Context: an optimization exercise on an open-source flow, tuned for small area, a short achievable clock period and few clock cycles. The choices shown serve that exercise and are no tape-out recipe. In this exercise RTL edits were held to simulation tests only and were not proved equivalent to the original. Power is estimated from default activity; no workload was simulated.

## psg_voice
module psg_voice #(
    parameter NFRAMES = 16              
) (
    input  wire         clk,
    input  wire         rst,
    input  wire         cmd_valid,
    output wire         cmd_ready,
    input  wire [3:0]   cmd_op,
    input  wire [1:0]   cmd_ch,
    input  wire [7:0]   cmd_velocity,
    input  wire [31:0]  cmd_duration,
    input  wire [31:0]  cmd_adsr,       
    input  wire [7:0]   cmd_vol,
    input  wire [7:0]   cmd_pan,
    input  wire [47:0]  cmd_inc,
    input  wire [127:0] cmd_arg,
    output reg          rsp_valid,
    output reg  [1:0]   rsp_status,
    output reg          rsp_tick,
    output reg          smp_valid,
    input  wire         smp_ready,
    output reg          smp_last,
    output reg  signed [17:0] smp_left,
    output reg  signed [17:0] smp_right
);
    localparam [3:0] OP_INIT_PCM8 = 4'h1, OP_INIT_SQUARE = 4'h2, OP_INIT_WAVE = 4'h3,
                     OP_INIT_NOISE = 4'h4, OP_SET_VOLUME = 4'h5, OP_SET_PITCH = 4'h6,
                     OP_RELEASE = 4'h7, OP_TICK_NOTE = 4'h8, OP_PROCESS = 4'h9,
                     OP_STOP = 4'hA, OP_MIX_BLOCK = 4'hB;
    localparam [1:0] ST_OK = 2'd0, ST_REFUSED = 2'd1, ST_FAULT = 2'd2, ST_HALTED = 2'd3;
    localparam [1:0] P_LEFT = 2'd0, P_CENTER = 2'd1, P_RIGHT = 2'd2;
    localparam FW = $clog2(NFRAMES);
    reg          ready;                 
    reg          faulted;
    reg [FW-1:0] nleft;                 
    reg [3:0]    bsel;                  
    reg          bpend;                 
    reg          bpend_mix;
    reg [1:0]    bpend_ch;
    reg          brsp;                  
    reg          q_valid;               
    reg [1:0]    q_status;
    reg          q_tick;
    reg          v2;                    
    reg [1:0]    v2_ch;
    reg          v2_setvel;
  ...
Size: roughly 8,400 cells after synthesis, roughly 960 flip-flops, roughly 320 I/O pins, ~71,000 um2 of cells after synthesis.
clock: 18.0 ns
lec_check: 0
cap_margin: 20
core_margin: 2
core_utilization: 40
slew_margin: 20
standard.sh (not shown) runs the stock make flow with config.mk's settings and CLKGATE_MAP_FILE= SYNTH_SCRIPT=/design/flow/synth_recipe.tcl, a recipe that flattens the netlist after the stock synthesis.
==> flow/flow/run.sh <==
#!/bin/bash
# Layout: the standard ORFS flow on the design's SDC, in three make calls.
#  - Synthesis is the standard one (synth_recipe.tcl: -nofsm -noshare, flatten, rename)
#    except that adders are left to ABC instead of being mapped to full/half-adder
#    cells (ADDER_MAP_FILE empty); the registers are the same.
#  - Every input and output port still gets its own buffer, a plain buf_1 instead of
#    the delay buffer buffer_ports picks by default.
#  - The timing repair after clock-tree synthesis is asked to leave more setup slack
#    than the design's period needs; the other repairs keep their defaults.
# Every tool's log stays under orfs/logs; each make call's output goes to its own log.
set -euo pipefail
PORTS='BUFFER_PORTS_ARGS=-buffer_cell sky130_fd_sc_hd__buf_1'
bash standard.sh ADDER_MAP_FILE= "$PORTS" place > make_place.log 2>&1
bash standard.sh ADDER_MAP_FILE= "$PORTS" SETUP_SLACK_MARGIN=12 cts > make_cts.log 2>&1
bash standard.sh ADDER_MAP_FILE= "$PORTS" finish > make_finish.log 2>&1
Testbench counts at the start, summed over its fixed seeds: cycles 56,531.
Change:
==> flow/flow/run.sh (replaced) <==
#!/bin/bash
# Layout: the standard ORFS flow on the design's SDC, in three make calls.
#  - Synthesis is the standard one (synth_recipe.tcl: -nofsm -noshare, flatten, rename)
#    except that adders are left to ABC instead of being mapped to full/half-adder
#    cells (ADDER_MAP_FILE empty); the registers are the same.
#  - The gate sizing before placement and the timing repair after clock-tree synthesis
#    are asked to leave more setup slack than the design's period needs; the repair
#    after global routing keeps its default.
# Every tool's log stays under orfs/logs; each make call's output goes to its own log.
set -euo pipefail
bash standard.sh ADDER_MAP_FILE= SETUP_SLACK_MARGIN=12 place > make_place.log 2>&1
bash standard.sh ADDER_MAP_FILE= SETUP_SLACK_MARGIN=12 cts > make_cts.log 2>&1
bash standard.sh ADDER_MAP_FILE= finish > make_finish.log 2>&1
The changed run finished with timing, DRC and antenna clean.
Count of clock-buffer cells in the layout went up by 16.
Non-clock buffer count went down by 45.
Hold slack hardly moves.
Change:
==> flow/flow/run.sh (replaced) <==
#!/bin/bash
# Layout: the standard ORFS flow on the design's SDC, in three make calls.
#  - Synthesis is the standard one (synth_recipe.tcl: -nofsm -noshare, flatten, rename)
#    except that adders are left to ABC instead of being mapped to full/half-adder
#    cells (ADDER_MAP_FILE empty); the registers are the same.
#  - The timing repair after clock-tree synthesis is asked to leave more setup slack
#    than the design's period needs; placement and routing repairs keep their defaults.
# Every tool's log stays under orfs/logs; each make call's output goes to its own log.
set -euo pipefail
bash standard.sh ADDER_MAP_FILE= place > make_place.log 2>&1
bash standard.sh ADDER_MAP_FILE= SETUP_SLACK_MARGIN=12 cts > make_cts.log 2>&1
bash standard.sh ADDER_MAP_FILE= finish > make_finish.log 2>&1
The new run completed with no timing, DRC or antenna violations.
Hold slack stays flat.
Via count is higher by 0.53%.
Final area is lower by 0.44%.
Power is higher by about 1.4%.
Sequential cell count is unchanged.

* * *

## run A
psg_voice, a different RTL version from the one above (not shown whole).
Size in the first run: ~960 flip-flops, ~0.075 mm^2 of cells after synthesis.
==> flow/config.mk <==
export PLATFORM = sky130hd
export DESIGN_NAME = psg_voice
export DESIGN_NICKNAME = psg_voice
export VERILOG_FILES = /design/flow/design.v
export SDC_FILE = /design/flow/constraint.sdc
export NUM_CORES = 4
export LEC_CHECK = 0
export CAP_MARGIN = 20
export CORE_MARGIN = 2
export CORE_UTILIZATION = 40
export SLEW_MARGIN = 20
==> flow/constraint.sdc <==
create_clock -name core_clock -period 18.0 [get_ports {clk}]
set_input_delay 3.6000 -clock core_clock [delete_from_list [all_inputs] [get_ports {clk}]]
set_output_delay 3.6000 -clock core_clock [all_outputs]
set_load 0.01 [all_outputs]
==> flow/flow/run.sh <==
#!/bin/bash
# Layout: the standard ORFS flow on the design's SDC, in three make calls.
#  - Synthesis is the standard one (synth_recipe.tcl: -nofsm -noshare, flatten, rename)
#    except that adders are left to ABC instead of being mapped to full/half-adder
#    cells (ADDER_MAP_FILE empty); the registers are the same.
#  - The timing repairs after clock-tree synthesis and after global routing are asked
#    to leave more setup slack than the design's period needs (more after CTS, where
#    the parasitics are still estimated from placement).
# Every tool's log stays under orfs/logs; each make call's output goes to its own log.
set -euo pipefail
bash standard.sh ADDER_MAP_FILE= place > make_place.log 2>&1
bash standard.sh ADDER_MAP_FILE= SETUP_SLACK_MARGIN=12.6 cts > make_cts.log 2>&1
bash standard.sh ADDER_MAP_FILE= SETUP_SLACK_MARGIN=12 finish > make_finish.log 2>&1
Testbench counts of run A, summed over its fixed seeds: cycles 56,605.
Here is what was changed in the inputs of run B compared with run A.
==> flow/flow/run.sh <==
#!/bin/bash
# Layout: the standard ORFS flow on the design's SDC, in three make calls.
#  - Synthesis is the standard one (synth_recipe.tcl: -nofsm -noshare, flatten, rename)
#    except that adders are left to ABC instead of being mapped to full/half-adder
#    cells (ADDER_MAP_FILE empty); the registers are the same.
#  - The timing repair after clock-tree synthesis is asked to leave more setup slack
#    than the design's period needs; placement and routing repairs keep their defaults.
# Every tool's log stays under orfs/logs; each make call's output goes to its own log.
set -euo pipefail
bash standard.sh ADDER_MAP_FILE= place > make_place.log 2>&1
bash standard.sh ADDER_MAP_FILE= SETUP_SLACK_MARGIN=12 cts > make_cts.log 2>&1
bash standard.sh ADDER_MAP_FILE= finish > make_finish.log 2>&1
Results
In the metrics for run B and run A, the one carrying the higher relative contribution of sequential cells to total power is run B.
Compared with run A, run B shows a aggregate global-route resource usage that is 1.4 points lower.
Between run B and run A, minimum period implied by the final worst setup slack is lower for run A, run B comes in above that.
Here is what was changed in the inputs of run C compared with run B.
- CTS_BUF_LIST: unset -> sky130_fd_sc_hd__clkbuf_8
==> flow/flow/run.sh <==
#!/bin/bash
# Layout: the standard ORFS flow on the design's SDC, in three make calls.
#  - Synthesis is the standard one (synth_recipe.tcl: -nofsm -noshare, flatten, rename)
#    except that adders are left to ABC instead of being mapped to full/half-adder
#    cells (ADDER_MAP_FILE empty); the registers are the same.
#  - Every input and output port still gets its own buffer, a plain buf_2 instead of
#    the delay buffer buffer_ports picks by default.
#  - The timing repairs after clock-tree synthesis and after global routing are asked
#    to leave more setup slack than the design's period needs (more after CTS, where
#    the parasitics are still estimated from placement).
# Every tool's log stays under orfs/logs; each make call's output goes to its own log.
set -euo pipefail
PORTS='BUFFER_PORTS_ARGS=-buffer_cell sky130_fd_sc_hd__buf_2'
bash standard.sh ADDER_MAP_FILE= "$PORTS" place > make_place.log 2>&1
bash standard.sh ADDER_MAP_FILE= "$PORTS" SETUP_SLACK_MARGIN=12.6 cts > make_cts.log 2>&1
bash standard.sh ADDER_MAP_FILE= "$PORTS" SETUP_SLACK_MARGIN=12 finish > make_finish.log 2>&1
==> notes.md <==
For the global-route usage, run C came in 0.58 points higher than run B did.
From run B to run C the numbers moved as follows: via count grew by 1262, clock period minus worst slack shrank by 580 ps.
The higher clock-buffer cell count of run C and run B is in run C.
Compared with run B, run C shows worst reg-to-reg path cell count lower by 2.
Compare run C and run B | weighted congestion reported at the end of routability-driven placement higher: run B
#### Input delta (run D over run C)
diff --git a/flow/flow/run.sh b/flow/flow/run.sh
--- a/flow/flow/run.sh
+++ b/flow/flow/run.sh
@@ -13,4 +13,4 @@
 PORTS='BUFFER_PORTS_ARGS=-buffer_cell sky130_fd_sc_hd__buf_2'
 bash standard.sh ADDER_MAP_FILE= "$PORTS" place > make_place.log 2>&1
-bash standard.sh ADDER_MAP_FILE= "$PORTS" SETUP_SLACK_MARGIN=12.6 cts > make_cts.log 2>&1
-bash standard.sh ADDER_MAP_FILE= "$PORTS" SETUP_SLACK_MARGIN=12 finish > make_finish.log 2>&1
+bash standard.sh ADDER_MAP_FILE= "$PORTS" SETUP_SLACK_MARGIN=13 cts > make_cts.log 2>&1
+bash standard.sh ADDER_MAP_FILE= "$PORTS" SETUP_SLACK_MARGIN=12.4 finish > make_finish.log 2>&1
[summary]
Run D gives more final period demand of the worst path than run C did. Between run C and run D, transition at the pin with the smallest max-transition slack increased. Of run D and run C, the run reporting the lower critical path depth was run C. Worst setup slack for run D: 110 ps down relative to run C. Higher routed wire length among run D and run C: run D. Run D closes out successfully: all stages finished, all timing, DRC and antenna checks passed. Run C finished every stage and its layout cleared the timing, DRC and antenna checks. Run D vs run C: overall power up slightly. Diff run D and run C: global-route total usage across every layer higher in run D. Run D vs. run C: met1 demand-to-capacity share in global routing went up by 1.5 points.

==> afterwards: timing with drivers on the ports <==
Ports are ideal in the flow. The routed layouts listed here were re-timed in OpenROAD.
Step 1 (the two cells are an assumption about what drives the block):
set clk [get_ports {clk}]
set_driving_cell -lib_cell sky130_fd_sc_hd__clkbuf_16 $clk
set_driving_cell -lib_cell sky130_fd_sc_hd__buf_2 [delete_from_list [all_inputs] $clk]
Step 2 adds t to the input delays and takes it off the output delays; t is the mean of the earliest and latest rising clock arrival at the registers after step 1. Input paths then give back, and output paths get back, about the clock's delay inside the block.
Three values: ideal ports, drivers, drivers and shift; two values: the first two.
run	t (ns)	setup slack, ns	worst setup path at the end	pins driven straight from the clock port
the first run of note 1	0.799	11.363 / 11.363 / 11.047	input to register	1
the second run of note 1	0.819	11.361 / 11.361 / 10.897	input to register	1
the third run of note 1	0.808	11.652 / 11.652 / 11.089	input to register	1
run A	0.831	12.060 / 12.097 / 11.267	input to register	1
run B	0.830	11.724 / 11.724 / 11.019	input to register	1
run C	0.986	12.301 / 12.303 / 11.323	input to register	1
run D	0.990	12.191 / 12.187 / 11.197	input to register	1
After both steps setup and hold are still met in every run listed. The setup slack of run D, which loses most, moves by -0.004 ns with the drivers and by -0.994 ns with both steps.
